This design comes from an exercise in tuning for a short achievable clock period and few clock cycles on the open sky130 flow, not from production work.
The RTL was checked by simulation tests, not by an equivalence proof against the original design.
Power and IR drop assume default switching activity.

**flow/flow/run.sh**
```bash
#!/bin/bash
set -euo pipefail
bash standard.sh SETUP_SLACK_MARGIN=5.3 finish > standard_flow.log 2>&1
```
**flow/constraint.sdc**
```tcl
create_clock -name core_clock -period 8.0 [get_ports {clk}]
set_input_delay 1.6000 -clock core_clock [delete_from_list [all_inputs] [get_ports {clk}]]
set_output_delay 1.6000 -clock core_clock [all_outputs]
set_load 0.01 [all_outputs]
```
**flow/config.mk**
```make
export PLATFORM = sky130hd
export DESIGN_NAME = gfe
export DESIGN_NICKNAME = gfe
export VERILOG_FILES = /design/flow/design.v
export SDC_FILE = /design/flow/constraint.sdc
export NUM_CORES = 4
export LEC_CHECK = 0
export ABC_CLOCK_PERIOD_IN_PS = 2500
export CAP_MARGIN = 20
export CORE_MARGIN = 2
export CORE_UTILIZATION = 40
export CTS_CLUSTER_DIAMETER = 140
export CTS_CLUSTER_SIZE = 24
export SLEW_MARGIN = 20
```
**flow/standard.sh**
```bash
#!/bin/bash
# synth_recipe.tcl (not shown) runs the flow's synth.tcl, then flattens the netlist and writes it again
# the make line also repeats each setting of config.mk as NAME=value (left out here)
make -C /OpenROAD-flow-scripts/flow DESIGN_CONFIG=/design/flow/config.mk WORK_HOME=/design/flow/orfs CLKGATE_MAP_FILE= SYNTH_SCRIPT=/design/flow/synth_recipe.tcl "${@:-finish}"
```
**flow/design.v**
```verilog
module gfe #(
    parameter RXMAX = 128
) (
    input  wire        clk,
    input  wire        rst,
    input  wire        cmd_valid,
    output wire        cmd_ready,
    input  wire [23:0] cmd_word,
    output wire        rsp_valid,
    input  wire        rsp_ready,
    output wire [3:0]  rsp_rc,
    output wire [15:0] rsp_val,
    output wire [2:0]  rsp_nout,
    output wire [39:0] rsp_out
);
    localparam RXDMAX = RXMAX - 6;
    localparam LW     = $clog2(RXMAX + 1);   
    localparam IW     = $clog2(RXMAX);       
    localparam QN     = 5;                   
    localparam [3:0] RC_OK = 4'd0, RC_ILLEGAL = 4'd1, RC_SEQ = 4'd2,
                     RC_RANGE = 4'd3, RC_OVF = 4'd4, RC_TRAIL = 4'd5;
    localparam [7:0] OP_NOP     = 8'h00, OP_GET     = 8'h01,
                     OP_CRC_CLR = 8'h10, OP_CRC_PUT = 8'h11,
                     OP_ESC_PUT = 8'h20, OP_UNE_CLR = 8'h21,
                     OP_UNE_PUT = 8'h22, OP_UNE_END = 8'h23,
                     OP_TX_START = 8'h30, OP_TX_PUT = 8'h31,
                     OP_TX_END  = 8'h32, OP_TX_CLR  = 8'h33,
                     OP_RX_CLR  = 8'h40, OP_RX_PUT  = 8'h41,
                     OP_RX_END  = 8'h42, OP_RX_LD   = 8'h43;
    localparam [2:0] ST_FILL = 3'd0, ST_FRAME = 3'd1, ST_ACKD = 3'd2,
                     ST_EMPTY = 3'd3, ST_SHORT = 3'd4, ST_TYPE = 3'd5,
                     ST_CSUM = 3'd6, ST_OVFL = 3'd7;
    function [15:0] crc_byte;
        input [15:0] r;
        input [7:0]  d;
        integer k;
        reg   [15:0] t;
        begin
            t = r;
            for (k = 7; k >= 0; k = k - 1) begin
                if (t[15])
                    t = {t[14:0], d[k]} ^ 16'h1021;
                else
                    t = {t[14:0], d[k]};
            end
            crc_byte = t;
        end
    endfunction
    function in_escset;
        input [7:0] b;
        begin
            in_escset = (b == 8'h0D) || (b == 8'h06) || (b == 8'h1B) ||
                        (b == 8'h80) || (b == 8'h40);
        end
    endfunction
    localparam [15:0] G_FF = 16'h00FF;   
    reg rst_r;
    always @(posedge clk) rst_r <= rst;
    wire kill = rst | rst_r;
    reg        rdy_r;
    reg [2:0]  occ;           
    reg        h_v;           
    reg [62:0] h_d;
    reg [2:0]  f_n;           
    assign cmd_ready = rdy_r;
    wire accept = cmd_valid && (occ != QN);
    wire take   = (f_n != 3'd0) && rsp_ready;
    assign rsp_valid = h_v;
    assign {rsp_rc, rsp_val, rsp_nout, rsp_out} = h_d;
    wire [2:0] occ_next = occ + {2'd0, accept} - {2'd0, take};
    always @(posedge clk) begin
        if (rst) begin
            occ   <= 3'd0;
            rdy_r <= 1'b1;
        end else begin
            occ   <= occ_next;
            rdy_r <= (occ_next < QN);
        end
    end
    reg        a_v;
    reg [23:0] a_w;
    always @(posedge clk) begin
        a_v <= accept && !rst;
        a_w <= cmd_word;
    end
    wire [7:0]  a_opc = a_w[23:16];
    wire [15:0] a_arg = a_w[15:0];
    wire [7:0]  a_b   = a_arg[7:0];
    reg a_legal;
    always @(*) begin
        case (a_opc)
            OP_NOP, OP_CRC_CLR, OP_UNE_CLR, OP_UNE_END,
            OP_TX_END, OP_TX_CLR, OP_RX_CLR, OP_RX_END:
                a_legal = (a_arg == 16'd0);
            OP_CRC_PUT, OP_ESC_PUT, OP_UNE_PUT, OP_TX_PUT, OP_RX_PUT:
                a_legal = (a_arg[15:8] == 8'd0);
            OP_GET:
                a_legal = (a_arg <= 16'd10);
            OP_TX_START:
                a_legal = (a_arg[15:8] == 8'd0) &&
                          (a_b == 8'h80 || a_b == 8'h40 || a_b == 8'h06);
            OP_RX_LD:
                a_legal = 1'b1;
            default:
                a_legal = 1'b0;
        endcase
    end
    reg [7:0] rxdata [0:RXDMAX-1];
    reg        b_v;
    reg        b_ill, b_get, b_crc_clr, b_crc_put, b_esc_put, b_une_clr,
               b_une_put, b_une_end, b_tx_start, b_tx_put, b_tx_end,
               b_tx_clr, b_rx_clr, b_rx_put, b_rx_end, b_rx_ld;
    reg [7:0]  b_b;
    reg [3:0]  b_sel;         
    reg [15:0] b_g;           
    reg [15:0] b_h;           
    reg        b_esc;         
    reg        b_is1b, b_is06, b_is0d, b_typeok;
    reg        b_ld_hi;       
    reg [IW-1:0] b_ld_idx;
    reg [7:0]  b_ldg [0:7];   
    wire [15:0] a_g = crc_byte(16'd0, a_b);
    always @(posedge clk) begin
        b_v        <= a_v;
        b_ill      <= a_v && !a_legal;
        b_get      <= a_v && a_legal && (a_opc == OP_GET);
        b_crc_clr  <= a_v && a_legal && (a_opc == OP_CRC_CLR);
        b_crc_put  <= a_v && a_legal && (a_opc == OP_CRC_PUT);
        b_esc_put  <= a_v && a_legal && (a_opc == OP_ESC_PUT);
        b_une_clr  <= a_v && a_legal && (a_opc == OP_UNE_CLR);
        b_une_put  <= a_v && a_legal && (a_opc == OP_UNE_PUT);
        b_une_end  <= a_v && a_legal && (a_opc == OP_UNE_END);
        b_tx_start <= a_v && a_legal && (a_opc == OP_TX_START);
        b_tx_put   <= a_v && a_legal && (a_opc == OP_TX_PUT);
        b_tx_end   <= a_v && a_legal && (a_opc == OP_TX_END);
        b_tx_clr   <= a_v && a_legal && (a_opc == OP_TX_CLR);
        b_rx_clr   <= a_v && a_legal && (a_opc == OP_RX_CLR);
        b_rx_put   <= a_v && a_legal && (a_opc == OP_RX_PUT);
        b_rx_end   <= a_v && a_legal && (a_opc == OP_RX_END);
        b_rx_ld    <= a_v && a_legal && (a_opc == OP_RX_LD);
        b_b        <= a_b;
        b_sel      <= a_arg[3:0];
        b_g        <= a_g;
        b_h        <= crc_byte(crc_byte(a_g, 8'h00), 8'h00);
        b_esc      <= in_escset(a_b);
        b_is1b     <= (a_b == 8'h1B);
        b_is06     <= (a_b == 8'h06);
        b_is0d     <= (a_b == 8'h0D);
        b_typeok   <= (a_b == 8'h00) || (a_b == 8'h80) || (a_b == 8'h40);
        b_ld_hi    <= (a_arg[15:IW] != 0);
        b_ld_idx   <= a_arg[IW-1:0];
    end
    integer g;
    always @(posedge clk)
        for (g = 0; g < 8; g = g + 1)
            b_ldg[g] <= (g * 16 + a_arg[3:0] < RXDMAX) ?
                        rxdata[g * 16 + a_arg[3:0]] : 8'd0;
    reg [15:0]   crc;
    reg          unepend;
    reg          txph;
    reg [1:0]    txcnt;
    reg [15:0]   txcrc;
    reg [15:0]   txfin;       
    reg [LW-1:0] rxlen;
    reg          rxovf;
    reg [2:0]    rxstat;
    reg [7:0]    rxtype;
    reg [7:0]    rxaddr;
    reg [7:0]    rxcmd;
    reg [LW-1:0] rxdlen;
    reg [7:0]    raw0;        
    reg          raw0_06, raw0_typeok;
    reg [7:0]    prev;        
    reg [15:0]   prev_g;      
    reg          prev_1b, prev_0d;
    reg          pend;        
    reg [LW-1:0] mlen;        
    reg [15:0]   dcrc;        
    reg          dcrc_z;      
    reg          mlen_ge4;    
    reg [7:0]    dec_a, dec_c;
    reg          w_en;
    reg [IW-1:0] w_idx;
    reg [7:0]    w_data;
    wire rx_fill     = (rxstat == ST_FILL);
    wire rx_frame    = (rxstat == ST_FRAME);
    wire rx_empty    = (rxlen == 0);
    wire tx_start_ok = b_tx_start && !txph;
    wire tx_put_ok   = b_tx_put && txph;
    wire tx_end_ok   = b_tx_end && txph && txcnt[1];
    wire rx_put_ok   = b_rx_put && rx_fill && !rxlen[LW-1];
    wire rx_put_ovf  = b_rx_put && rx_fill && rxlen[LW-1];
    wire rx_end_ok   = b_rx_end && rx_fill;
    wire ld_range    = b_ld_hi || ({1'b0, b_ld_idx} >= rxdlen);
    wire ld_ok       = b_rx_ld && rx_frame && !ld_range;
    wire seq = (b_tx_start && txph) || (b_tx_put && !txph) ||
               (b_tx_end && !(txph && txcnt[1])) ||
               ((b_rx_put || b_rx_end) && !rx_fill) ||
               (b_rx_ld && !rx_frame);
    reg [3:0] e_rc;
    always @(*) begin
        if (b_ill)
            e_rc = RC_ILLEGAL;
        else if (seq)
            e_rc = RC_SEQ;
        else if (b_rx_ld && ld_range)
            e_rc = RC_RANGE;
        else if (rx_put_ovf)
            e_rc = RC_OVF;
        else if (b_une_end && unepend)
            e_rc = RC_TRAIL;
        else
            e_rc = RC_OK;
    end
    reg [2:0] dec_st;
    always @(*) begin
        if (rxovf)                   dec_st = ST_OVFL;
        else if (rx_empty)           dec_st = ST_EMPTY;
        else if (pend)               dec_st = ST_SHORT;
        else if (raw0_06)            dec_st = ST_ACKD;
        else if (!raw0_typeok)       dec_st = ST_TYPE;
        else if (!mlen_ge4)          dec_st = ST_SHORT;
        else if (!dcrc_z)            dec_st = ST_CSUM;
        else if (!prev_0d)           dec_st = ST_SHORT;
        else                         dec_st = ST_FRAME;
    end
    reg [15:0] sr_val;
    always @(*) begin
        case (b_sel)
            4'd0:    sr_val = crc;
            4'd1:    sr_val = {15'd0, unepend};
            4'd2:    sr_val = {13'd0, txcnt, txph};
            4'd3:    sr_val = txcrc;
            4'd4:    sr_val = {{(16-LW){1'b0}}, rxlen};
            4'd5:    sr_val = {15'd0, rxovf};
            4'd6:    sr_val = {13'd0, rxstat};
            4'd7:    sr_val = {8'd0, rxtype};
            4'd8:    sr_val = {8'd0, rxaddr};
            4'd9:    sr_val = {8'd0, rxcmd};
            default: sr_val = {{(16-LW){1'b0}}, rxdlen};
        endcase
    end
    reg [15:0] e_val;
    always @(*) begin
        if (b_get)
            e_val = sr_val;
        else if (rx_end_ok)
            e_val = {13'd0, dec_st};
        else if (ld_ok)
            e_val = {8'd0, b_ldg[b_ld_idx[IW-1:4]]};
        else
            e_val = 16'd0;
    end
    wire [7:0] fin_hi = txfin[15:8];
    wire [7:0] fin_lo = txfin[7:0];
    wire       fe_hi  = in_escset(fin_hi);
    wire       fe_lo  = in_escset(fin_lo);
    wire [7:0] lo_b0  = fe_lo ? 8'h1B : fin_lo;
    wire [7:0] lo_b1  = fe_lo ? ~fin_lo : 8'h0D;
    wire [39:0] txend_out = fe_hi ? {8'h0D, lo_b1, lo_b0, ~fin_hi, 8'h1B}
                                  : {8'h0D, 8'h0D, lo_b1, lo_b0, fin_hi};
    reg [2:0]  e_nout;
    reg [39:0] e_out;
    always @(*) begin
        e_nout = 3'd0;
        e_out  = {b_b, 24'd0, b_b};
        if (b_esc_put || tx_put_ok) begin
            e_nout = b_esc ? 3'd2 : 3'd1;
            e_out  = b_esc ? {b_b, 16'd0, ~b_b, 8'h1B} : {b_b, 24'd0, b_b};
        end else if (b_une_put) begin
            e_nout = (unepend || !b_is1b) ? 3'd1 : 3'd0;
            e_out  = {b_b, 24'd0, unepend ? ~b_b : b_b};
        end else if (tx_start_ok) begin
            e_nout = 3'd1;
        end else if (tx_end_ok) begin
            e_nout = 3'd3 + {2'd0, fe_hi} + {2'd0, fe_lo};
            e_out  = txend_out;
        end
    end
    wire         int_go   = rx_put_ok && (rxlen[LW-1:1] != 0);
    wire         int_emit = int_go && (pend || !prev_1b);
    wire [7:0]   int_byte = pend ? ~prev : prev;
    wire [15:0]  dcrc_next = crc_byte(dcrc, 8'h00) ^ prev_g ^ (pend ? G_FF : 16'd0);
    reg        e_v;
    reg [62:0] e_d;
    always @(posedge clk) begin
        e_v <= b_v && !kill;
        e_d <= {e_rc, e_val, e_nout, e_out};
    end
    always @(posedge clk) begin
        if (rst_r) begin
            crc     <= 16'd0;
            unepend <= 1'b0;
            txph    <= 1'b0;
            txcnt   <= 2'd0;
            txcrc   <= 16'd0;
            txfin   <= 16'd0;
            rxlen   <= {LW{1'b0}};
            rxovf   <= 1'b0;
            rxstat  <= ST_FILL;
            rxtype  <= 8'd0;
            rxaddr  <= 8'd0;
            rxcmd   <= 8'd0;
            rxdlen  <= {LW{1'b0}};
            pend    <= 1'b0;
            mlen    <= {LW{1'b0}};
            dcrc    <= 16'd0;
            dcrc_z  <= 1'b1;
            mlen_ge4 <= 1'b0;
            w_en    <= 1'b0;
        end else begin
            if (b_crc_clr)
                crc <= 16'd0;
            else if (b_crc_put)
                crc <= crc_byte(crc, 8'h00) ^ b_g;
            if (b_une_clr || b_une_end)
                unepend <= 1'b0;
            else if (b_une_put)
                unepend <= !unepend && b_is1b;
            if (b_tx_clr) begin
                txph  <= 1'b0;
                txcnt <= 2'd0;
                txcrc <= 16'd0;
                txfin <= 16'd0;
            end else if (tx_start_ok) begin
                txph  <= !b_is06;
                txcnt <= 2'd0;
                txcrc <= 16'd0;
                txfin <= 16'd0;
            end else if (tx_put_ok) begin
                if (!txcnt[1])
                    txcnt <= txcnt + 2'd1;
                txcrc <= crc_byte(txcrc, 8'h00) ^ b_g;
                txfin <= crc_byte(txfin, 8'h00) ^ b_h;
            end else if (tx_end_ok) begin
                txph  <= 1'b0;
                txcnt <= 2'd0;
                txcrc <= txfin;
                txfin <= crc_byte(crc_byte(txfin, 8'h00), 8'h00);
            end
            w_en <= 1'b0;
            if (b_rx_clr) begin
                rxlen  <= {LW{1'b0}};
                rxovf  <= 1'b0;
                rxstat <= ST_FILL;
                rxtype <= 8'd0;
                rxaddr <= 8'd0;
                rxcmd  <= 8'd0;
                rxdlen <= {LW{1'b0}};
                pend   <= 1'b0;
                mlen   <= {LW{1'b0}};
                dcrc   <= 16'd0;
                dcrc_z <= 1'b1;
                mlen_ge4 <= 1'b0;
            end else if (rx_put_ovf) begin
                rxovf <= 1'b1;
            end else if (rx_put_ok) begin
                rxlen <= rxlen + 1'b1;
                if (int_go) begin
                    if (pend)
                        pend <= 1'b0;
                    else if (prev_1b)
                        pend <= 1'b1;
                end
                if (int_emit) begin
                    dcrc <= dcrc_next;
                    dcrc_z <= (dcrc_next == 16'd0);
                    mlen <= mlen + 1'b1;
                    if (mlen == 3)
                        mlen_ge4 <= 1'b1;
                    w_en <= (mlen >= 2) && (mlen < RXDMAX + 2);
                end
            end else if (rx_end_ok) begin
                rxstat <= dec_st;
                rxtype <= rx_empty ? 8'd0 : raw0;
                if (!rxovf && !rx_empty && !pend && !raw0_06 && raw0_typeok &&
                    mlen_ge4 && dcrc_z && prev_0d) begin
                    rxaddr <= dec_a;
                    rxcmd  <= dec_c;
                    rxdlen <= mlen - 3'd4;
                end
            end
        end
    end
    always @(posedge clk) begin
        if (rx_put_ok) begin
            if (rx_empty) begin
                raw0        <= b_b;
                raw0_06     <= b_is06;
                raw0_typeok <= b_typeok;
            end
            prev    <= b_b;
            prev_g  <= b_g;
            prev_1b <= b_is1b;
            prev_0d <= b_is0d;
        end
        if (int_emit) begin
            if (mlen == 0) dec_a <= int_byte;
            if (mlen == 1) dec_c <= int_byte;
        end
        w_idx  <= mlen[IW-1:0] - 2'd2;
        w_data <= int_byte;
        if (w_en)
            rxdata[w_idx] <= w_data;
    end
    reg [62:0]   f_d [0:QN-1];
    reg [QN-1:0] f_wp, f_rp;      
    wire [QN-1:0] f_rp1 = {f_rp[QN-2:0], f_rp[QN-1]};
    reg  [62:0]   f_old, f_old1;
    integer i;
    always @(*) begin
        f_old  = 63'd0;
        f_old1 = 63'd0;
        for (i = 0; i < QN; i = i + 1) begin
            f_old  = f_old  | ({63{f_rp[i]}}  & f_d[i]);
            f_old1 = f_old1 | ({63{f_rp1[i]}} & f_d[i]);
        end
    end
    wire [62:0] h_take = (f_n == 3'd1) ? e_d : f_old1;
    wire [62:0] h_keep = (f_n == 3'd0) ? e_d : f_old;
    always @(posedge clk) begin
        h_d <= take ? h_take : h_keep;
        for (i = 0; i < QN; i = i + 1)
            if (e_v && f_wp[i])
                f_d[i] <= e_d;
    end
    always @(posedge clk) begin
        if (rst) begin
            h_v  <= 1'b0;
            f_n  <= 3'd0;
            f_wp <= {{(QN-1){1'b0}}, 1'b1};
            f_rp <= {{(QN-1){1'b0}}, 1'b1};
        end else begin
            h_v  <= (f_n + {2'd0, e_v} - {2'd0, take}) != 3'd0;
            f_n  <= f_n + {2'd0, e_v} - {2'd0, take};
            if (e_v)
                f_wp <= {f_wp[QN-2:0], f_wp[QN-1]};
            if (take)
                f_rp <= f_rp1;
        end
    end
endmodule
```
==> results of run 1 <==
==> power by group through the flow <==
stage | combinational, uW | clock, uW | sequential, uW
6_report | 1850 | 4780 | 10100
5_1_grt | 1980 | 5230 | 10100
4_1_cts | 1860 | 4920 | 10100
3_5_place_dp | 1830 | 0 | 10300
3_3_place_gp | 1810 | 0 | 10300
2_1_floorplan | 1070 | 0 | 10100
==> logic make-up (layout without fill, tap and decap cells) <==
group,Yosys count,count (layout)
other cells,1,2
buf+inv,337,350
mux,345,345
fa+ha+maj,25,25
compound gates,762,763
simple gates,770,771
xor+xnor,193,193
flops,1733,1733
==> synth_stat cells, types with 43 or more instances <==
| master | number | area share |
|---|---|---|
| a222oi_1 | 86 | 0.013 |
| xor2_1 | 74 | 0.0096 |
| nand2_1 | 256 | 0.014 |
| nor2_1 | 303 | 0.017 |
| mux4_2 | 304 | 0.10 |
| a31oi_1 | 53 | 0.0049 |
| xnor2_1 | 117 | 0.015 |
| clkbuf_1 | 211 | 0.012 |
| o22a_1 | 43 | 0.0056 |
| a22oi_1 | 137 | 0.015 |
| o21ai_0 | 63 | 0.0047 |
| a221oi_1 | 61 | 0.0079 |
| edfxtp_1 | 1322 | 0.59 |
| a21oi_1 | 184 | 0.014 |
| dfxtp_1 | 411 | 0.12 |
==> worst max-delay path by stage <==
| stage | startpoint | endpoint | slack, ns | cells past startpoint |
|---|---|---|---|---|
| global route | h_d[61] | rsp_rc[2] | 5.09 | 1 |
| global placement | rsp_ready | h_d[60] | 3.53 | 6 |
| floorplan | rsp_ready | h_v | 4.90 | 11 |
| CTS | w_idx[2] | rxdata[17][4] | 5.01 | 3 |
| detailed placement | rsp_ready | h_d[38] | 3.44 | 6 |
| finish | h_d[61] | rsp_rc[2] | 5.15 | 1 |
==> cells in the final DEF, fill, tap and decap left out, types with 10 or more instances in the layout <==
master	count
edfxtp_1	1322
dfxtp_1	330
mux4_2	304
nand2_1	250
nor2_1	215
a21oi_1	184
a22oi_1	137
xnor2_1	117
a222oi_1	86
clkbuf_16	85
nor2_2	76
xor2_1	74
o21ai_0	62
buf_6	62
a221oi_1	61
clkbuf_1	59
dfxtp_2	55
a31oi_1	53
buf_4	51
o22a_1	43
a211oi_1	41
nand3_1	38
inv_1	34
dfxtp_4	26
nor3_1	25
clkdlybuf4s50_1	25
nor2b_1	24
mux2i_1	23
ha_1	19
mux2_2	18
nor4_1	18
o22ai_1	17
nor2_4	13
nand3b_1	10
==> metrics by stage <==
stage / cell area [um^2] / power [uW]
final: 73800 / 16700
after global routing: 73800 / 17300
after CTS: 73500 / 16900
after detailed placement: 70600 / 12100
after global placement: 70600 / 12100
after floorplan: 67600 / 11200
==> cell type report <==
class / instances / area [um^2] / area share
multi-input combinational: 2098 / 18700 / 0.254
inverter: 43 / 183 / 0.00248
antenna: 1 / 2.50 / 0.0000339
sequential: 1733 / 48100 / 0.652
clock inverter: 6 / 88.8 / 0.00120
timing repair buffer: 157 / 1600 / 0.0216
clock buffer: 144 / 2350 / 0.0318
tap: 2204 / 2760 / 0.0374
==> registers in the layout (all words and copies together), names as in the netlist, 8 cells and up <==
signal,cells
mlen,8
txcrc,16
rxcmd,8
raw0,8
b_ldg,64
rxdlen,8
f_d,310
rxlen,8
dec_c,8
dcrc,16
txfin,16
b_h,8
rxaddr,8
dec_a,8
a_w,24
rxtype,8
rxdata,976
h_d,62
e_d,62
crc,16
w_data,8
==> what timing repair did <==
item                                    in CTS  in global routing
gates cloned                                 3                  1
resized for setup                          462                 90
endpoints found under the setup margin     781                738
pin swaps                                    3                  1
buffers inserted                             5                  0
==> metal layers <==
layer  share of wire  up-vias  track usage
li1                -    16300            -
met3           0.053      150       0.0218
met2            0.50     1235        0.319
met4           0.020        0       0.0405
met1            0.43    19100        0.264
met5               0        -            0
==> notes.md, run 1 <==
DP HPWL=98.8 mm; hold_buf cts=0; First DRT Iteration DRCs=4,097; DR vias/cell=5.76; Arr. time, crit path=1.25 ns; clock buffer count from CTS=82; Peak supply drop=236 uV; IO Port Bufs=91; number of max-cap violations=0; wire length per cell=25.8 um; most frequently used flop master after synthesis=edfxtp_1; Req. time, crit path=6.40 ns; achievable frequency=351 MHz; XOR/XNOR Fraction of Synth Area=0.0255; switch share=0.242; TritonCTS clock tree=built; Reg2Reg Depth=3; Yosys reg bits=1,733; syn avg cell area=16.2 um^2; total track usage=0.189; routed wire length=165 mm; Clk pwr share=0.286; mux cell area share after synthesis=0.108; row count=150; Die Span Y=415 um; Adder-Cell Fraction of Synth Area=0.00486; Synth warnings=3; Final Skew=0.0308 ns; final setup vio count=0; ys async rst share=0; Startpoint Class=flop; Top Family by Delay on Critical Path=flip-flops; Compound-Gate Fraction of Synth Area=0.0807; Least-Margin Pin Slew=1.17 ns; Comb pwr share=0.110; DR vias=36,800; pin count of the biggest net entering global routing=102; fin nets=4,168; Slowest Stage Delay on Critical Path=0.41 ns; Sink Count=1,733; Starting Density=0.403; Post-Syn Nets=4,219; Crit. End Element=output port; Crit Path Class=reg -> out; final hold vios=0; Flop pwr share=0.604; fin worst setup slack=5.15 ns; pwr dens=227 mW/mm^2; CTS root buf=clkbuf_16; drc violations=0; core area=0.167 mm^2; CTS clk-pin slew, worst paths=0.11 ns; Hold Path Cell Cnt=1; Non-Filler Instances=6,386; vias in the first global route=36,000; static leakage=0.0230 uW; critical path's slowest cell=dfxtp_4; H-tree levels=3; Hold WC Path Type=reg -> reg; Psw=4040 uW; initial antenna violation count=2; die width=415 um; HP Start=b_une_clr; TritonRoute pass-1 iters=8; first-pass GRT wire length=246 mm; layout cell share with drive strength beyond 1=0.186; Post-Route Setup TNS=0 ns; status=complete, no violations; DIE AREA=0.172 mm^2; P_int=12,700 uW; Cell Area, Synth=0.0675 mm^2; Util after Layout=0.441; largest family of logic cells by synthesized area=multiplexers; worst-path maximum fanout=1; placed insts=6,226; Hold EP=unepend; CP bufs+invs=1; post-route ant nets=0; Post-synth EDFFs=1,322; P&R area growth vs syn=9.37%; critical path cell sequence=buf_6; Clk Latency, worst-skew pair=0.73 ns; Rel. slew slack=0.217; R2R setup slack=5.17 ns; worst slack, placed=3.44 ns; fin crit share=0.356; Seq/Total Area, Yosys=0.710; Placer Congestion=0.822; RSZ-0062 raised after global routing=yes; count of filler cells inserted in the layout=14,600; FF-to-FF Start=w_idx[4]; Mapped Cells=4,166; Period minus WS final=2.85 ns; post-synthesis simple-gate area fraction=0.0507; io pins=93; library cells used by synthesis=86; Clock Path Buffers=3; Max Transition Viols Final=0; hold slack=0.415 ns; worst r2r dst=rxdata[81][1]; grt ovf=0
Testbench counts, summed over its fixed seeds: cycles 35,470.
==> run 2, diff against run 1 <==
--- a/flow/design.v
+++ b/flow/design.v
@@ -179,8 +179,8 @@
     reg          dcrc_z;      
     reg          mlen_ge4;    
     reg [7:0]    dec_a, dec_c;
-    reg          w_en;
-    reg [IW-1:0] w_idx;
+    reg [7:0]    w_row;
+    reg [15:0]   w_col;
     reg [7:0]    w_data;
     wire rx_fill     = (rxstat == ST_FILL);
     wire rx_frame    = (rxstat == ST_FRAME);
@@ -281,6 +281,9 @@
     wire         int_emit = int_go && (pend || !prev_1b);
     wire [7:0]   int_byte = pend ? ~prev : prev;
     wire [15:0]  dcrc_next = crc_byte(dcrc, 8'h00) ^ prev_g ^ (pend ? G_FF : 16'd0);
+    integer gw;
+    wire [IW-1:0] w_idx = mlen[IW-1:0] - 2'd2;
+    wire          w_go  = int_emit && (mlen >= 2) && (mlen < RXDMAX + 2);
     reg        e_v;
     reg [62:0] e_d;
     always @(posedge clk) begin
@@ -307,7 +310,6 @@
             dcrc    <= 16'd0;
             dcrc_z  <= 1'b1;
             mlen_ge4 <= 1'b0;
-            w_en    <= 1'b0;
         end else begin
             if (b_crc_clr)
                 crc <= 16'd0;
@@ -338,7 +340,6 @@
                 txcrc <= txfin;
                 txfin <= crc_byte(crc_byte(txfin, 8'h00), 8'h00);
             end
-            w_en <= 1'b0;
             if (b_rx_clr) begin
                 rxlen  <= {LW{1'b0}};
                 rxovf  <= 1'b0;
@@ -368,7 +369,6 @@
                     mlen <= mlen + 1'b1;
                     if (mlen == 3)
                         mlen_ge4 <= 1'b1;
-                    w_en <= (mlen >= 2) && (mlen < RXDMAX + 2);
                 end
             end else if (rx_end_ok) begin
                 rxstat <= dec_st;
@@ -398,10 +398,12 @@
             if (mlen == 0) dec_a <= int_byte;
             if (mlen == 1) dec_c <= int_byte;
         end
-        w_idx  <= mlen[IW-1:0] - 2'd2;
+        w_row  <= w_go ? (8'd1 << w_idx[IW-1:4]) : 8'd0;
+        w_col  <= 16'd1 << w_idx[3:0];
         w_data <= int_byte;
-        if (w_en)
-            rxdata[w_idx] <= w_data;
+        for (gw = 0; gw < RXDMAX; gw = gw + 1)
+            if (w_row[gw / 16] && w_col[gw % 16])
+                rxdata[gw] <= w_data;
     end
     reg [62:0]   f_d [0:QN-1];
     reg [QN-1:0] f_wp, f_rp;      
==> flow/flow/run.sh (replaced) <==
#!/bin/bash
set -euo pipefail
bash standard.sh SETUP_SLACK_MARGIN=5.4 finish > standard_flow.log 2>&1
==> run 2 against run 1 <==
  * Sequential power about the same
  * Hold slack got worse by 0.021 ns
  * Count of clock-buffer cells in the layout unchanged
  * Via count increased by 14%
  * Clock power increased by 3%
  * Fmax about the same
  * First-iteration DRC count increased by 50%
  * Synthesized cell count increased by 11%
  * Global-route usage increased by 4.0 points
  * Clock skew increased by 0.064 ns
  * Routed wire length increased by 21%
==> notes.md, run 2 <==
DR vias=41,900 (+14%); static leakage=0.0236 uW (+2.5%); CTS clk-pin slew, worst paths=0.10 ns (about the same); IO Port Bufs=91 (unchanged); total track usage=0.228 (+0.0396); final setup vio count=0 (unchanged); Clk Latency, worst-skew pair=0.77 ns (+0.04 ns); number of max-cap violations=0 (unchanged); top cell type's share of synthesized area=0.594 (+0.00537); Starting Density=0.401 (-0.00185); pwr dens=230 mW/mm^2 (+1.5%); Post-Route Setup TNS=0 ns (unchanged); max FFs per register=976 (unchanged); Cell Area, Synth=0.0669 mm^2 (-0.90%); most common cell after layout, fill and taps aside=edfxtp_1; Compound-Gate Fraction of Synth Area=0.139 (+0.0586); Adder-Cell Fraction of Synth Area=0.00490 (+0.0000444); Final Skew=0.0947 ns (+0.0639 ns); initial antenna violation count=13 (+11); fin crit share=0.356 (about the same); pin count of the biggest net entering global routing=91 (-11%); Max Transition Viols Final=0 (unchanged); mux cell area share after synthesis=0.0140 (-0.0939); Synth warnings=4 (+1); Clock Path Buffers=3 (unchanged); TritonRoute pass-1 iters=8 (unchanged); vias in the first global route=39,500 (+9.7%); Total Power=17,000 uW (+1.3%); worst-path maximum fanout=1 (unchanged); Synth area leaders=edfxtp_1 (59%), dfxtp_1 (13%), a22oi_1 (4.2%); Peak supply drop=164 uV (-30%); wire length per cell=29.0 um (+12%); ys async rst share=0 (unchanged); Hold WC Path Type=reg -> reg; Crit. End Element=output port; io pins=93 (unchanged); Sink Count=1,749 (+0.92%); Util after Layout=0.442 (+0.00115); Largest Register=rxdata; layout cell share with drive strength beyond 1=0.115 (-0.0706); Rel. slew slack=0.250 (+0.0331); Post-synth EDFFs=1,322 (unchanged); drc violations=0 (unchanged); Least-Margin Pin Slew=1.12 ns (-0.0583 ns); Post-Syn Nets=4,683 (+11%); commonest cells after routing, fill and taps aside=edfxtp_1 (1,322), a22oi_1 (372), dfxtp_1 (343), nand2_1 (260), nor2_1 (237); post-route ant nets=0 (unchanged); Crit Path Class=reg -> out; commonest cells in the netlist=edfxtp_1 (1,322), dfxtp_1 (427), a22oi_1 (372); routed wire length=199 mm (+21%); Startpoint Class=flop; Slowest Stage Delay on Critical Path=0.37 ns (-0.04 ns); Regs by FF count=rxdata x976, f_d x310, b_ldg x64; H-tree levels=3 (unchanged); Seq/Total Area, Yosys=0.722 (+0.0113); top-count cell post-synth=edfxtp_1; worst slack, placed=4.32 ns (+0.878 ns); P&R area growth vs syn=10.2%; row count=150 (unchanged); Die Span Y=413 um (-0.45%); final instance area=0.0737 mm^2 (-0.19%); syn avg cell area=14.4 um^2 (-11%); CP bufs+invs=1 (unchanged); Mapped Cells=4,630 (+11%); Req. time, crit path=6.40 ns (about the same); hold_buf cts=0 (unchanged); critical path cell sequence=buf_6; DR vias/cell=6.09 (+5.8%); clock buffer count from CTS=83 (+1.2%); fin worst setup slack=5.15 ns (-0.00180 ns); DIE AREA=0.170 mm^2 (-0.90%); fin nets=4,646 (+11%); achievable frequency=351 MHz (about the same); die width=413 um (-0.45%); final hold vios=0 (unchanged); grt ovf=0 (unchanged); library cells used by synthesis=100 (+16%); placed inst area=0.0704 mm^2 (-0.38%); most frequently used flop master after synthesis=edfxtp_1; Period minus WS final=2.85 ns (+0.00180 ns); TritonCTS clock tree=built; post-synthesis simple-gate area fraction=0.0710 (+0.0203); XOR/XNOR Fraction of Synth Area=0.0267 (+0.00126); largest family of logic cells by synthesized area=compound AO/OA/AOI/OAI gates; dominant cell type by area after synthesis=edfxtp_1; core area=0.167 mm^2 (-0.45%); Top Family by Delay on Critical Path=flip-flops; critical path's slowest cell=dfxtp_4; Yosys reg bits=1,749 (+0.92%); DP HPWL=121 mm (+23%); CTS root buf=clkbuf_16; RSZ-0062 raised after global routing=yes; status=complete, no violations; first-pass GRT wire length=286 mm (+16%); Arr. time, crit path=1.25 ns (about the same); Placer Congestion=0.881 (+7.1%); First DRT Iteration DRCs=6,145 (+50%)
==> run 2: repair_timing <==
item	in CTS	in global routing
cloned	1	0
endpoints found under the setup margin	232	147
pin swaps	15	4
gates resized for setup	434	58
buffers inserted	24	3
==> run 2: report_power, final <==
part	total [uW]	internal [uW]	switching, uW
clock	4920	2040	2880
combinational	1820	782	1040
sequential	10200	9900	308
total	17000	12700	4230
==> run 2: cell type report <==
type                       count  area [um^2]
fill                       14700        93000
sequential                  1749        48400
multi-input combinational   2509        17800
tap                         2204         2760
clock buffer                 144         2330
timing repair buffer         204         1990
inverter                      46          188
clock inverter                 8          171
antenna                       13         32.5
==> run 2: cells by family after synthesis <==
kind of cell	after synthesis
compound gates	1246
xor+xnor	200
fa+ha+maj	25
buf+inv	373
flops	1749
mux	79
other cells	1
simple gates	957
==> run 2: metal layers <==
metal,global-route usage,part of all wire,vias up
met4,0.0642,0.026,4
met1,0.324,0.41,21400
met2,0.362,0.47,2117
met5,0,0.00012,-
li1,-,-,18100
met3,0.0391,0.093,284
==> run 2: worst paths after layout <==
| check | cells after the start | start | to | slack (ns) |
|---|---|---|---|---|
| min | 1 | b_une_clr | unepend | 0.39 |
| max reg2reg | 8 | a_w[0] | b_ldg[2][2] | 5.39 |
| max | 1 | h_d[49] | rsp_val[6] | 5.15 |
| min reg2reg | 1 | b_une_clr | unepend | 0.39 |
==> run 2: per-stage QoR <==
step           hold WS [ns]  std cells
2_1_floorplan         0.326       4630
3_3_place_gp          0.384       6684
3_5_place_dp          0.386       6684
4_1_cts               0.396       6861
5_1_grt               0.430       6865
6_report              0.394       6877
Testbench counts of run 2, summed over its fixed seeds: cycles 35,470.
==> run 3, diff against run 2 <==
--- a/flow/config.mk
+++ b/flow/config.mk
@@ -8,7 +8,7 @@
 export ABC_CLOCK_PERIOD_IN_PS = 2500
 export CAP_MARGIN = 20
 export CORE_MARGIN = 2
-export CORE_UTILIZATION = 40
+export CORE_UTILIZATION = 50
 export CTS_CLUSTER_DIAMETER = 140
 export CTS_CLUSTER_SIZE = 24
 export SLEW_MARGIN = 20
==> run 3 against run 2 <==
  * Sequential share of layout area up 0.43 points
  * Sequential power about the same
  * Final area down 0.62%
  * Routed wire length up 1.3%
  * Power about the same
  * Non-clock buffer count up 6
  * Die area down 20%
  * Clock skew down 0.039 ns
==> notes.md, run 3 <==
P_int=12,700 uW (-0.29%); Clk pwr share=0.285 (-0.005); final hold vios=0 (unchanged); Max Transition Viols Final=0 (unchanged); register area=0.0484 mm^2 (about the same); row count=134 (-11%); Top Family by Delay on Critical Path=flip-flops; CP bufs+invs=1 (unchanged); most frequently used flop master after synthesis=edfxtp_1; Arr. time, crit path=1.24 ns (about the same); post-route ant nets=0 (unchanged); achievable frequency=353 MHz (+0.37%); Clk Latency, worst-skew pair=0.75 ns (-0.02 ns); critical path's slowest cell=dfxtp_4; Placer Congestion=0.885 (+0.48%); clock buffer count from CTS=82 (-1.2%); top cell type's share of synthesized area=0.594 (unchanged); worst-path maximum fanout=1 (unchanged); DP HPWL=122 mm (+0.46%); die width=370 um (-10%); Final Skew=0.0556 ns (-0.0391 ns); first-pass GRT wire length=288 mm (+0.59%); status=complete, no violations; Req. time, crit path=6.40 ns (about the same); Die Span Y=370 um (-10%); H-tree levels=3 (unchanged); initial antenna violation count=16 (+3); pin count of the biggest net entering global routing=105 (+15%); Flop pwr share=0.603 (about the same); Period minus WS final=2.84 ns (-0.0106 ns); DIE AREA=0.137 mm^2 (-20%); worst slack, placed=3.80 ns (-0.527 ns); switch share=0.252 (+0.00227); max FFs per register=976 (unchanged); number of max-cap violations=0 (unchanged); wire length per cell=31.3 um (+7.9%); Non-Filler Instances=6,452 (-6.2%); top-count cell post-synth=edfxtp_1; layout cell share with drive strength beyond 1=0.117 (+0.00213); FF-to-FF Start=b_ld_idx[4]; Clock Path Buffers=3 (unchanged); fin crit share=0.355 (-0.00133); Synth area leaders=edfxtp_1 (59%), dfxtp_1 (13%), a22oi_1 (4.2%); Hold EP=unepend; Regs by FF count=rxdata x976, f_d x310, b_ldg x64; ys async rst share=0 (unchanged); dominant cell type by area after synthesis=edfxtp_1; library cells used by synthesis=100 (unchanged); vias in the first global route=39,400 (-0.29%); Cell Area, Synth=0.0669 mm^2 (unchanged); Rel. slew slack=0.241 (-0.00889); commonest cells after routing, fill and taps aside=edfxtp_1 (1,322), a22oi_1 (372), dfxtp_1 (344), nand2_1 (260), nor2_1 (238); Crit Path Class=reg -> out; CTS root buf=clkbuf_16; Least-Margin Pin Slew=1.14 ns (+0.0204 ns); P&R area growth vs syn=9.48%; pwr dens=232 mW/mm^2 (+0.63%); final setup vio count=0 (unchanged); HP Start=b_une_clr; io pins=93 (unchanged); core area=0.133 mm^2 (-20%); DR vias=42,300 (+1.1%); placed insts=6,244 (-6.6%); fin worst setup slack=5.16 ns (+0.0106 ns); Psw=4270 uW (+0.92%); Post-Route Setup TNS=0 ns (unchanged); RSZ-0062 raised after global routing=yes; Reg2Reg Depth=6 (-2); grt ovf=0 (unchanged); Synth warnings=4 (unchanged); Sink Count=1,749 (unchanged); Largest Register=rxdata; fin nets=4,652 (+0.13%); Post-synth EDFFs=1,322 (unchanged); First DRT Iteration DRCs=6,727 (+9.5%); IO Port Bufs=91 (unchanged); count of filler cells inserted in the layout=10,700 (-27%); TritonCTS clock tree=built; static leakage=0.0236 uW (+0.20%); Hold WC Path Type=reg -> reg; syn avg cell area=14.4 um^2 (unchanged); Post-Syn Nets=4,683 (unchanged); most common cell after layout, fill and taps aside=edfxtp_1; area of the multi-input gates=0.0179 mm^2 (+0.50%); R2R setup slack=5.39 ns (about the same); TritonRoute pass-1 iters=9 (+1); Comb pwr share=0.112 (+0.004); critical path cell sequence=buf_6; Slowest Stage Delay on Critical Path=0.41 ns (+0.04 ns); worst r2r dst=e_d[47]; Crit. End Element=output port; Mapped Cells=4,630 (unchanged); Starting Density=0.502 (+0.101); hold_buf cts=0 (unchanged); Yosys reg bits=1,749 (unchanged); Peak supply drop=180 uV (+9.4%); DR vias/cell=6.56 (+7.7%); CTS clk-pin slew, worst paths=0.10 ns (about the same); commonest cells in the netlist=edfxtp_1 (1,322), dfxtp_1 (427), a22oi_1 (372); Startpoint Class=flop; total track usage=0.290 (+0.0617); Seq/Total Area, Yosys=0.722 (unchanged); drc violations=0 (unchanged); routed wire length=202 mm (+1.3%); Hold Path Cell Cnt=1 (unchanged)
-- run 3: metrics by stage --
| stage | total power [uW] | instance area [um^2] | util | hold slack [ns] |
|---|---|---|---|---|
| floorplan | 11300 | 67200 | - | 0.326 |
| global placement | 12200 | 69800 | 0.524 | 0.395 |
| detailed placement | 12200 | 69800 | 0.524 | 0.398 |
| CTS | 16900 | 72800 | 0.547 | 0.415 |
| global route | 17400 | 73200 | 0.550 | 0.442 |
| finish | 17000 | 73200 | 0.550 | 0.411 |
-- run 3: cell families after synthesis --
| group | share of synthesized area |
|---|---|
| and+or+nand+nor | 0.0710 |
| xor gates and xnor gates | 0.0267 |
| buffers and inverters | 0.0226 |
| other | 0.0000561 |
| AOI/OAI and AO/OA | 0.139 |
| adders and majority gates | 0.00490 |
| DFF | 0.722 |
| muxes | 0.0140 |
-- run 3: cell type report --
type | count | area share
multi-input cells | 2510 | 0.244
clock buffers | 146 | 0.0313
flip-flops and latches | 1749 | 0.661
well taps | 1768 | 0.0302
inverters | 46 | 0.00255
clock inverters | 8 | 0.00169
repair buffers | 210 | 0.0280
diodes | 15 | 0.000513
-- run 3: how the worst max path moves through the flow --
stage	startpoint	slack, ns	cells past startpoint	endpoint
detailed placement	rsp_ready	3.80	6	h_d[60]
finish	h_d[46]	5.16	1	rsp_val[3]
floorplan	rsp_ready	4.89	12	rdy_r
CTS	h_d[46]	5.12	1	rsp_val[3]
global route	h_d[36]	5.13	1	rsp_out[36]
global placement	rsp_ready	3.82	6	h_d[60]
-- run 3: what timing repair did --
action,in CTS,in global routing
gates cloned,2,1
resized for setup,459,52
setup buffers,28,7
setup endpoints to repair,268,152
pin swaps,12,9
-- run 3: layer usage --
metal	routed length, um	part of all wire	GRT usage	vias up
met5	49	0.00024	0	-
met4	4520	0.022	0.0655	6
met3	21800	0.11	0.0574	273
met2	88000	0.44	0.422	2334
met1	87400	0.43	0.449	21700
li1	-	-	-	18100
-- run 3: power groups by stage --
stage | Combinational (uW) | Sequential (uW) | Clock (uW)
after floorplan | 1040 | 10200 | 0
after global placement | 1810 | 10400 | 0
after detailed placement | 1820 | 10400 | 0
after CTS | 1840 | 10200 | 4890
after global routing | 2010 | 10200 | 5190
final | 1900 | 10200 | 4830
==> run 4, diff against run 3 <==
--- a/flow/config.mk
+++ b/flow/config.mk
@@ -8,7 +8,8 @@
 export ABC_CLOCK_PERIOD_IN_PS = 2500
 export CAP_MARGIN = 20
 export CORE_MARGIN = 2
-export CORE_UTILIZATION = 50
+export CORE_UTILIZATION = 40
 export CTS_CLUSTER_DIAMETER = 140
 export CTS_CLUSTER_SIZE = 24
+export PLACE_DENSITY = 0.8
 export SLEW_MARGIN = 20
==> run 4 against run 3 <==
  * Critical path type unchanged
  * Worst setup slack better by 0.012 ns
  * Routed wire length shrank 5.2%
  * Register-to-register slack worse by 0.07 ns
  * Critical endpoint is now rsp_rc[2]
  * Critical path depth is the same
==> notes.md, run 4 <==
vias in the first global route=40,800 (+3.6%); Crit Path Class=reg -> out; count of filler cells inserted in the layout=14,100 (+31%); First DRT Iteration DRCs=8,042 (+20%); max FFs per register=976 (unchanged); grt ovf=0 (unchanged); Crit. End Element=output port; syn avg cell area=14.4 um^2 (unchanged); Post-Route Setup TNS=0 ns (unchanged); Peak supply drop=184 uV (+2.2%); metal2 WL=84.3 mm (-4.2%); Clk Latency, worst-skew pair=0.74 ns (about the same); Max Transition Viols Final=0 (unchanged); CTS root buf=clkbuf_16; hold slack=0.395 ns (-0.0157 ns); total track usage=0.215 (-0.0747); routed wire length=191 mm (-5.2%); final setup vio count=0 (unchanged); DIE AREA=0.170 mm^2 (+25%); Hold Path Cell Cnt=1 (unchanged); metal3 WL=27.9 mm (+28%); Largest Register=rxdata; Synth area leaders=edfxtp_1 (59%), dfxtp_1 (13%), a22oi_1 (4.2%); DP HPWL=111 mm (-8.5%); core area=0.167 mm^2 (+25%); TritonCTS clock tree=built; status=complete, no violations; register area=0.0485 mm^2 (about the same); DR vias/cell=6.35 (-3.3%); CTS clk-pin slew, worst paths=0.10 ns (about the same); P&R area growth vs syn=10.6%; io pins=93 (unchanged); hold_buf cts=0 (unchanged); critical path cell sequence=buf_6; final hold vios=0 (unchanged); die width=413 um (+12%); M1 WL=69.2 mm (-21%); Yosys reg bits=1,749 (unchanged); top-count cell post-synth=edfxtp_1; row count=150 (+12%); ys async rst share=0 (unchanged); number of max-cap violations=0 (unchanged); fin nets=4,655 (+0.064%); Startpoint Class=flop; critical path's slowest cell=dfxtp_2; fin crit share=0.353 (-0.00144); static leakage=0.0237 uW (+0.40%); placed insts=6,667 (+6.8%); Non-Filler Instances=6,887 (+6.7%); Clock Path Buffers=3 (unchanged); achievable frequency=354 MHz (+0.41%); library cells used by synthesis=100 (unchanged); pwr dens=230 mW/mm^2 (-0.60%); DR vias=43,700 (+3.2%); Hold WC Path Type=reg -> reg; Regs by FF count=rxdata x976, f_d x310, b_ldg x64; initial antenna violation count=12 (-4); Max Used Layer=met5; dominant cell type by area after synthesis=edfxtp_1; Placer Congestion=0.938 (+6.1%); Synth warnings=4 (unchanged); Sink Count=1,749 (unchanged); most common cell after layout, fill and taps aside=edfxtp_1; IO Port Bufs=91 (unchanged); Period minus WS final=2.82 ns (-0.0115 ns); Rel. slew slack=0.166 (-0.0747); Post-synth EDFFs=1,322 (unchanged); Final Skew=0.0506 ns (-0.00501 ns); Mapped Cells=4,630 (unchanged); commonest cells in the netlist=edfxtp_1 (1,322), dfxtp_1 (427), a22oi_1 (372); first-pass GRT wire length=275 mm (-4.7%); area of the multi-input gates=0.0179 mm^2 (+0.11%); Post-Syn Nets=4,683 (unchanged); most frequently used flop master after synthesis=edfxtp_1; worst-path maximum fanout=1 (unchanged); R2R setup slack=5.32 ns (-0.07 ns); wire length per cell=27.8 um (-11%); Slowest Stage Delay on Critical Path=0.38 ns (-0.03 ns); Total Power=17,000 uW (+0.42%); RSZ-0062 raised after global routing=yes; Top Family by Delay on Critical Path=flip-flops; pin count of the biggest net entering global routing=111 (+5.7%); Die Span Y=413 um (+12%); FF-to-FF Start=b_b[6]; commonest cells after routing, fill and taps aside=edfxtp_1 (1,322), a22oi_1 (372), dfxtp_1 (334), nand2_1 (259), nor2_1 (237); post-route ant nets=0 (unchanged); CP bufs+invs=1 (unchanged); drc violations=0 (unchanged); Arr. time, crit path=1.22 ns (-0.02 ns); HP Start=b_une_clr; Req. time, crit path=6.40 ns (about the same); Least-Margin Pin Slew=1.25 ns (+0.112 ns); Cell Area, Synth=0.0669 mm^2 (unchanged); Hold EP=unepend; Seq/Total Area, Yosys=0.722 (unchanged); clock buffer count from CTS=84 (+2.4%); top cell type's share of synthesized area=0.594 (unchanged); Reg2Reg Depth=7 (+1); layout cell share with drive strength beyond 1=0.119 (+0.00150); TritonRoute pass-1 iters=10 (+1); H-tree levels=3 (unchanged); worst r2r dst=e_d[45]; Starting Density=0.401 (-0.101)
[run 4: what timing repair did]
item,in CTS,in global routing
setup buffers,31,10
resized for setup,467,62
endpoints found under the setup margin,253,177
cloned,9,3
pin swaps,16,13
[run 4: per-layer routing]
metal	track usage	up-vias
li1	-	18100
met1	0.286	21400
met2	0.320	3582
met3	0.0683	605
met4	0.104	12
met5	0	-
[run 4: logic make-up (layout without fill, tap and decap cells)]
| kind of cell | after synthesis | after routing | synth area share |
|---|---|---|---|
| DFF | 1749 | 1749 | 0.722 |
| AOI/OAI and AO/OA | 1246 | 1246 | 0.139 |
| and+or+nand+nor | 957 | 963 | 0.0710 |
| buffers and inverters | 373 | 406 | 0.0226 |
| xor gates and xnor gates | 200 | 200 | 0.0267 |
| muxes | 79 | 79 | 0.0140 |
| adders and majority gates | 25 | 25 | 0.00490 |
| other | 1 | 15 | 0.0000561 |
[run 4: layout make-up]
cell class / instances / share of cell area
inverters: 46 / 0.00252
diodes: 14 / 0.000474
flip-flops and latches: 1749 / 0.655
clock inverters: 7 / 0.00179
multi-input cells: 2514 / 0.242
repair buffers: 207 / 0.0293
clock buffers: 146 / 0.0316
well taps: 2204 / 0.0373
[run 4: how the worst max path moves through the flow]
stage,startpoint,to,cells after the start
after detailed placement,rsp_ready,h_d[22],6
after global placement,rsp_ready,h_d[60],6
after CTS,h_d[6],rsp_out[6],1
after floorplan,rsp_ready,rdy_r,12
final,h_d[61],rsp_rc[2],1
after global routing,h_d[6],rsp_out[6],1
[run 4: through the flow]
step | cell area (um^2) | util | worst slack (ns)
3_3_place_gp | 70200 | 0.421 | 3.82
4_1_cts | 73500 | 0.441 | 5.10
3_5_place_dp | 70200 | 0.421 | 3.77
2_1_floorplan | 67200 | - | 4.89
6_report | 74000 | 0.444 | 5.18
5_1_grt | 73900 | 0.444 | 5.12
[run 4: report_power, final]
group          total, uW  internal [uW]  switching, uW
logic               1950            857           1100
clock network       4830           2030           2800
registers          10200           9910            330
total              17000          12800           4220
==> run 5, diff against run 4 <==
==> flow/flow/run.sh (replaced) <==
#!/bin/bash
set -euo pipefail
bash standard.sh SETUP_SLACK_MARGIN=5.4 place > standard_place.log 2>&1
RES=orfs/results/sky130hd/gfe/base openroad -no_init -exit flow/pull_outputs.tcl > pull_outputs.log 2>&1
bash standard.sh SETUP_SLACK_MARGIN=5.4 finish > standard_flow.log 2>&1
==> flow/flow/pull_outputs.tcl (new file) <==
# Move each register that drives an output port's buffer alone next to that
# buffer, then legalize. The netlist is not changed.
read_db $::env(RES)/3_place.odb
set block [ord::get_db_block]
set moved 0
foreach bterm [$block getBTerms] {
  if {[$bterm getIoType] != "OUTPUT"} { continue }
  set net [$bterm getNet]
  if {$net == "NULL"} { continue }
  set buf ""
  foreach it [$net getITerms] { if {[$it isOutputSignal]} { set buf [$it getInst] } }
  if {$buf == ""} { continue }
  set innet ""
  foreach it [$buf getITerms] { if {[$it isInputSignal]} { set innet [$it getNet] } }
  if {$innet == "" || $innet == "NULL"} { continue }
  if {[llength [$innet getITerms]] != 2} { continue }
  set ff ""
  foreach it [$innet getITerms] { if {[$it isOutputSignal]} { set ff [$it getInst] } }
  if {$ff == ""} { continue }
  if {![string match "*dfxtp*" [[$ff getMaster] getName]]} { continue }
  set loc [$buf getLocation]
  $ff setLocation [lindex $loc 0] [lindex $loc 1]
  incr moved
}
puts "moved $moved registers"
detailed_placement
check_placement
write_db $::env(RES)/3_place.odb
--- a/flow/config.mk
+++ b/flow/config.mk
@@ -11,5 +11,4 @@
 export CORE_UTILIZATION = 40
 export CTS_CLUSTER_DIAMETER = 140
 export CTS_CLUSTER_SIZE = 24
-export PLACE_DENSITY = 0.8
 export SLEW_MARGIN = 20
==> run 5 against run 4 <==
  * Via count is 3.7% lower
  * Critical path type unchanged
  * Clock skew up 0.042 ns
  * Synthesized cell count unchanged
  * Die area is the same
  * Power rose by 0.26%
  * Sequential share of layout area grew 0.064 points
  * Cell count hardly changed
  * Synthesized area unchanged
  * Routed wire length grew 5.3%
  * Largest power group unchanged
  * Flip-flop and latch count unchanged
  * Worst setup slack better by 0.033 ns
==> notes.md, run 5 <==
status=complete, no violations; critical path's slowest cell=dfxtp_2; grt ovf=0 (unchanged); Max Transition Viols Final=0 (unchanged); Hold Path Cell Cnt=1 (unchanged); fin nets=4,653 (-0.043%); Crit Path Class=reg -> out; routed wire length=202 mm (+5.3%); worst-path maximum fanout=1 (unchanged); Post-Route Setup TNS=0 ns (unchanged); Period minus WS final=2.79 ns (-0.0333 ns); Seq/Total Area, Yosys=0.722 (unchanged); die width=413 um (unchanged); DP HPWL=121 mm (+8.8%); Clock Path Buffers=3 (unchanged); most common cell after layout, fill and taps aside=edfxtp_1; Hold WC Path Type=reg -> reg; commonest cells after routing, fill and taps aside=edfxtp_1 (1,322), a22oi_1 (372), dfxtp_1 (346), nand2_1 (260), nor2_1 (237); Reg2Reg Depth=8 (+1); P&R area growth vs syn=10.4%; post-route ant nets=0 (unchanged); Arr. time, crit path=1.19 ns (-0.03 ns); Cell Area, Synth=0.0669 mm^2 (unchanged); library cells used by synthesis=100 (unchanged); first-pass GRT wire length=288 mm (+4.9%); drc violations=0 (unchanged); Sink Count=1,749 (unchanged); top cell type's share of synthesized area=0.594 (unchanged); TritonRoute pass-1 iters=9 (-1); Hold EP=unepend; number of max-cap violations=0 (unchanged); most frequently used flop master after synthesis=edfxtp_1; Util after Layout=0.443 (-0.000939); ys async rst share=0 (unchanged); Startpoint Class=flop; Largest Register=rxdata; Post-synth EDFFs=1,322 (unchanged); CTS root buf=clkbuf_16; HP Start=b_une_clr; initial antenna violation count=11 (-1); CTS clk-pin slew, worst paths=0.10 ns (about the same); Placer Congestion=0.881 (-6.2%); fin crit share=0.349 (-0.00417); row count=150 (unchanged); H-tree levels=3 (unchanged); Crit. End Element=output port; top-count cell post-synth=edfxtp_1; CP bufs+invs=1 (unchanged); Mapped Cells=4,630 (unchanged); Top Family by Delay on Critical Path=flip-flops; Starting Density=0.401 (unchanged); layout cell share with drive strength beyond 1=0.117 (-0.00198); hold_buf cts=0 (unchanged); io pins=93 (unchanged); vias in the first global route=39,500 (-3.2%); Clk Latency, worst-skew pair=0.77 ns (+0.03 ns); worst r2r dst=b_ldg[2][2]; Die Span Y=413 um (unchanged); achievable frequency=358 MHz (+1.2%); TritonCTS clock tree=built; final hold vios=0 (unchanged); syn avg cell area=14.4 um^2 (unchanged); DR vias/cell=6.11 (-3.7%); wire length per cell=29.3 um (+5.3%); static leakage=0.0236 uW (-0.28%); Regs by FF count=rxdata x976, f_d x310, b_ldg x64; Rel. slew slack=0.256 (+0.0897); pwr dens=231 mW/mm^2 (+0.47%); Slowest Stage Delay on Critical Path=0.33 ns (-0.05 ns); Yosys reg bits=1,749 (unchanged); final instance area=0.0738 mm^2 (-0.21%); final setup vio count=0 (unchanged); core area=0.167 mm^2 (unchanged); Peak supply drop=166 uV (-9.6%); RSZ-0062 raised after global routing=yes; commonest cells in the netlist=edfxtp_1 (1,322), dfxtp_1 (427), a22oi_1 (372); total track usage=0.230 (+0.0142); clock buffer count from CTS=84 (unchanged); Least-Margin Pin Slew=1.11 ns (-0.135 ns); Synth warnings=4 (unchanged); critical path cell sequence=buf_6; count of filler cells inserted in the layout=14,700 (+4.4%); max FFs per register=976 (unchanged); Final Skew=0.0929 ns (+0.0423 ns); IO Port Bufs=91 (unchanged); pin count of the biggest net entering global routing=91 (-18%); dominant cell type by area after synthesis=edfxtp_1; DIE AREA=0.170 mm^2 (unchanged); First DRT Iteration DRCs=6,664 (-17%); DR vias=42,100 (-3.7%); Post-Syn Nets=4,683 (unchanged); Synth area leaders=edfxtp_1 (59%), dfxtp_1 (13%), a22oi_1 (4.2%); Req. time, crit path=6.40 ns (about the same); placed inst area=0.0704 mm^2 (+0.19%); FF-to-FF Start=a_w[0]; R2R setup slack=5.37 ns (+0.05 ns)
## run 5: cell count changes in the layout (fill, tap and decap cells not counted), moves of 3 or more
| cell | change |
|---|---|
| dfxtp_4 | -16 |
| and2_2 | +3 |
| a221oi_2 | -5 |
| a221oi_1 | +4 |
| buf_4 | +3 |
| buf_2 | +9 |
| clkinv_16 | +3 |
| dfxtp_1 | +12 |
| bufbuf_16 | -3 |
| dfxtp_2 | +4 |
| buf_6 | -7 |
| nor2_2 | -3 |
## run 5: power breakdown
part	leakage, uW	internal (uW)	switching, uW	total, uW
combinational	0.00683	788	1170	1960
sequential	0.0156	9900	253	10100
clock	0.00121	2060	2900	4970
## run 5: worst max path at each step
stage                          from          end  slack, ns  cells past startpoint
after floorplan           rsp_ready        rdy_r       4.89                     12
after global placement    cmd_valid        rdy_r       4.31                     11
after detailed placement  cmd_valid        rdy_r       4.32                     11
after CTS                   h_d[14]  rsp_out[14]       5.15                      1
after global routing          rdy_r    cmd_ready       5.17                      1
final                        h_d[7]   rsp_out[7]       5.21                      1
## run 5: metal layers
layer,GRT usage,wire [um]
met3,0.0379,18600
met1,0.326,83500
met2,0.368,94400
met5,0,41
met4,0.0554,5020
## run 5: timing repair
action / in CTS / in global routing
endpoints found under the setup margin: 235 / 116
hold endpoints to repair: 0 / 0
cloned: 1 / 1
resized for setup: 401 / 87
pin swaps: 15 / 5
buffers inserted: 24 / 8
## run 5: final cells by class
class	instances	area (um^2)	area share
antenna	14	35.0	0.000475
clock buffer	146	2340	0.0318
clock inverter	11	221	0.00300
inverter	46	188	0.00254
multi-input combinational	2509	17800	0.241
sequential	1749	48400	0.656
tap	2204	2760	0.0374
timing repair buffer	210	2050	0.0278
## run 5: logic make-up (layout without fill, tap and decap cells)
group / Yosys count / count (layout) / synth area share
flip-flops: 1749 / 1749 / 0.722
AO/OA/AOI/OAI: 1246 / 1246 / 0.139
AND/OR/NAND/NOR: 957 / 958 / 0.0710
buffers and inverters: 373 / 413 / 0.0226
XOR/XNOR: 200 / 200 / 0.0267
multiplexers: 79 / 79 / 0.0140
adder cells (fa/ha/maj): 25 / 25 / 0.00490
other: 1 / 15 / 0.0000561
## run 5: metrics by stage
stage / total power, uW / worst slack, ns / hold WS, ns / instances
3_5_place_dp: 12100 / 4.32 / 0.386 / 6684
2_1_floorplan: 11300 / 4.89 / 0.326 / 4630
3_3_place_gp: 12100 / 4.31 / 0.384 / 6684
4_1_cts: 17000 / 5.15 / 0.380 / 6866
6_report: 17100 / 5.21 / 0.397 / 6889
5_1_grt: 17600 / 5.17 / 0.429 / 6877
==> run 6, diff against run 5 <==
--- a/flow/config.mk
+++ b/flow/config.mk
@@ -11,4 +11,5 @@
 export CORE_UTILIZATION = 40
 export CTS_CLUSTER_DIAMETER = 140
 export CTS_CLUSTER_SIZE = 24
+export PLACE_DENSITY = 0.8
 export SLEW_MARGIN = 20
==> run 6 against run 5 <==
  * Via count up 4.8%
  * Largest cell class unchanged
  * Critical endpoint is now rsp_out[27]
  * Final area grew 0.46%
  * Clock power decreased by 3%
  * Critical path depth unchanged
  * First-iteration DRC count grew 29%
  * Cell count up 0.25%
  * Hold slack better by 0.0038 ns
  * Synthesized area stayed put
  * Sequential power barely moved
  * Flip-flop and latch count is the same
  * Synthesized cell count is the same
  * Routed wire length shrank 2.6%
==> notes.md, run 6 <==
Startpoint Class=flop; top cell type's share of synthesized area=0.594 (unchanged); total track usage=0.219 (-0.0108); Peak supply drop=181 uV (+9.1%); post-route ant nets=0 (unchanged); CP bufs+invs=1 (unchanged); most common cell after layout, fill and taps aside=edfxtp_1; Largest Register=rxdata; H-tree levels=3 (unchanged); fin worst setup slack=5.17 ns (-0.0404 ns); library cells used by synthesis=100 (unchanged); number of max-cap violations=0 (unchanged); Least-Margin Pin Slew=1.23 ns (+0.115 ns); row count=150 (unchanged); worst-path maximum fanout=1 (unchanged); initial antenna violation count=10 (-1); CTS root buf=clkbuf_16; Clock Path Buffers=3 (unchanged); routed wire length=196 mm (-2.6%); pin count of the biggest net entering global routing=111 (+22%); Mapped Cells=4,630 (unchanged); io pins=93 (unchanged); vias in the first global route=41,300 (+4.6%); Slowest Stage Delay on Critical Path=0.36 ns (+0.03 ns); DR vias/cell=6.39 (+4.6%); Post-Route Setup TNS=0 ns (unchanged); Crit. End Element=output port; Rel. slew slack=0.177 (-0.0788); top-count cell post-synth=edfxtp_1; Sink Count=1,749 (unchanged); DR vias=44,100 (+4.8%); TritonRoute pass-1 iters=10 (+1); final setup vio count=0 (unchanged); Top Family by Delay on Critical Path=flip-flops; worst slack, placed=3.77 ns (-0.557 ns); count of filler cells inserted in the layout=13,900 (-5.1%); Placer Congestion=0.938 (+6.6%); fin nets=4,667 (+0.30%); IO Port Bufs=91 (unchanged); Crit Path Class=reg -> out; critical path's slowest cell=dfxtp_2; final hold vios=0 (unchanged); Hold WC Path Type=reg -> reg; dominant cell type by area after synthesis=edfxtp_1; fin crit share=0.354 (+0.00505); most frequently used flop master after synthesis=edfxtp_1; pwr dens=232 mW/mm^2 (+0.35%); Req. time, crit path=6.40 ns (about the same); drc violations=0 (unchanged); core area=0.167 mm^2 (unchanged); Die Span Y=413 um (unchanged); Final Skew=0.0551 ns (-0.0378 ns); RSZ-0062 raised after global routing=yes; die width=413 um (unchanged); layout cell share with drive strength beyond 1=0.120 (+0.00352); hold_buf cts=0 (unchanged); first-pass GRT wire length=278 mm (-3.3%); static leakage=0.0238 uW (+0.68%); commonest cells after routing, fill and taps aside=edfxtp_1 (1,322), a22oi_1 (372), dfxtp_1 (338), nand2_1 (259), nor2_1 (238); wire length per cell=28.4 um (-2.8%); ys async rst share=0 (unchanged); Post-Syn Nets=4,683 (unchanged); status=complete, no violations; Synth area leaders=edfxtp_1 (59%), dfxtp_1 (13%), a22oi_1 (4.2%); Yosys reg bits=1,749 (unchanged); Arr. time, crit path=1.23 ns (+0.04 ns); TritonCTS clock tree=built; Seq/Total Area, Yosys=0.722 (unchanged); Max Transition Viols Final=0 (unchanged); First DRT Iteration DRCs=8,605 (+29%); Period minus WS final=2.83 ns (+0.0404 ns); Regs by FF count=rxdata x976, f_d x310, b_ldg x64; critical path cell sequence=buf_6; P&R area growth vs syn=10.9%; syn avg cell area=14.4 um^2 (unchanged); DP HPWL=111 mm (-8.1%); commonest cells in the netlist=edfxtp_1 (1,322), dfxtp_1 (427), a22oi_1 (372); Synth warnings=4 (unchanged); max FFs per register=976 (unchanged); achievable frequency=353 MHz (-1.4%); CTS clk-pin slew, worst paths=0.09 ns (about the same); Clk Latency, worst-skew pair=0.77 ns (about the same); Starting Density=0.401 (unchanged); clock buffer count from CTS=83 (-1.2%); DIE AREA=0.170 mm^2 (unchanged); grt ovf=0 (unchanged); Util after Layout=0.445 (+0.00204); Cell Area, Synth=0.0669 mm^2 (unchanged); Post-synth EDFFs=1,322 (unchanged)
## run 6: cell counts after synthesis
Identical to the previous run, type by type.
## run 6: logic make-up (layout without fill, tap and decap cells)
logic type	Yosys count	in the layout	synth area share
simple gates	957	963	0.0710
other cells	1	19	0.0000561
xor+xnor	200	200	0.0267
compound gates	1246	1246	0.139
mux	79	79	0.0140
flops	1749	1749	0.722
buf+inv	373	421	0.0226
fa+ha+maj	25	25	0.00490
## run 6: where the power goes
group          internal [uW]  leakage, uW  switching [uW]
Combinational            904      0.00703            1300
Sequential              9900       0.0156             265
Clock                   2030      0.00117            2810
Total                  12800       0.0238            4370
## run 6: cell type report
cell class / count / area (um^2) / share of cell area
Antenna cell: 18 / 45.0 / 0.000607
Clock inverter: 9 / 146 / 0.00197
Inverter: 46 / 186 / 0.00251
Multi-Input combinational cell: 2514 / 17900 / 0.241
Tap cell: 2204 / 2760 / 0.0372
Timing Repair Buffer: 220 / 2370 / 0.0319
Clock buffer: 146 / 2330 / 0.0315
Sequential cell: 1749 / 48400 / 0.653
## run 6: worst paths after layout
check | from | to | slack (ns) | cells after the start
worst max register to register | b_b[6] | e_d[43] | 5.33 | 7
worst min register to register | b_une_clr | unepend | 0.40 | 1
worst max-delay path | h_d[27] | rsp_out[27] | 5.17 | 1
worst min-delay path | b_une_clr | unepend | 0.40 | 1
## run 6: metal layers
layer,track usage,up-vias,part of all wire
li1,-,18100,-
met5,0,-,0.00042
met4,0.105,12,0.059
met3,0.0676,709,0.15
met1,0.290,21600,0.36
met2,0.327,3739,0.44
## run 6: through the flow
step / power (uW) / cell area [um^2] / hold slack (ns) / instances
2_1_floorplan: 11300 / 67200 / 0.326 / 4630
3_3_place_gp: 12100 / 70200 / 0.384 / 6667
3_5_place_dp: 12100 / 70200 / 0.383 / 6667
4_1_cts: 16900 / 73400 / 0.400 / 6860
5_1_grt: 17600 / 74100 / 0.416 / 6888
6_report: 17200 / 74100 / 0.401 / 6906
## run 6: repair_timing
action / 4_1_cts / 5_1_grt
gates cloned: 10 / 5
setup endpoints to repair: 253 / 154
pin swaps: 18 / 12
buffers inserted: 28 / 23
gates resized for setup: 441 / 84

==> afterwards: timing with drivers on the ports <==
No port has a modelled driver above. Below, the same layouts with a new extraction and two added sets of constraints. Step 1 sets driving cells, clkbuf_16 on the clock port and buf_2 on the other inputs (assumed; they add their load-dependent delay and slew). Step 2 also shifts input and output timing later by t, the mid clock arrival at the registers, as if the neighbouring blocks saw the same clock. Slacks: ideal / step 1 / step 2; pairs: ideal / step 1.
run | t (ns) | slack for setup (ns) | hold WS [ns] | worst register clock-pin slew, ns
run 1 | 0.796 | 5.155 / 5.072 / 4.581 | 0.415 / 0.415 / 0.415 | 0.11 / 0.11
run 2 | 0.797 | 5.153 / 5.078 / 4.704 | 0.394 / 0.394 / 0.394 | 0.11 / 0.11
run 3 | 0.797 | 5.163 / 5.091 / 4.591 | 0.411 / 0.411 / 0.411 | 0.11 / 0.11
run 4 | 0.791 | 5.175 / 5.105 / 4.610 | 0.395 / 0.395 / 0.395 | 0.10 / 0.10
run 5 | 0.797 | 5.208 / 5.131 / 4.668 | 0.397 / 0.397 / 0.397 | 0.11 / 0.11
run 6 | 0.817 | 5.168 / 5.098 / 4.571 | 0.401 / 0.401 / 0.401 | 0.10 / 0.10
After both steps setup and hold are still met in every run listed. The setup slack of run 6, which loses most, moves by -0.070 ns with the drivers and by -0.597 ns with both steps.
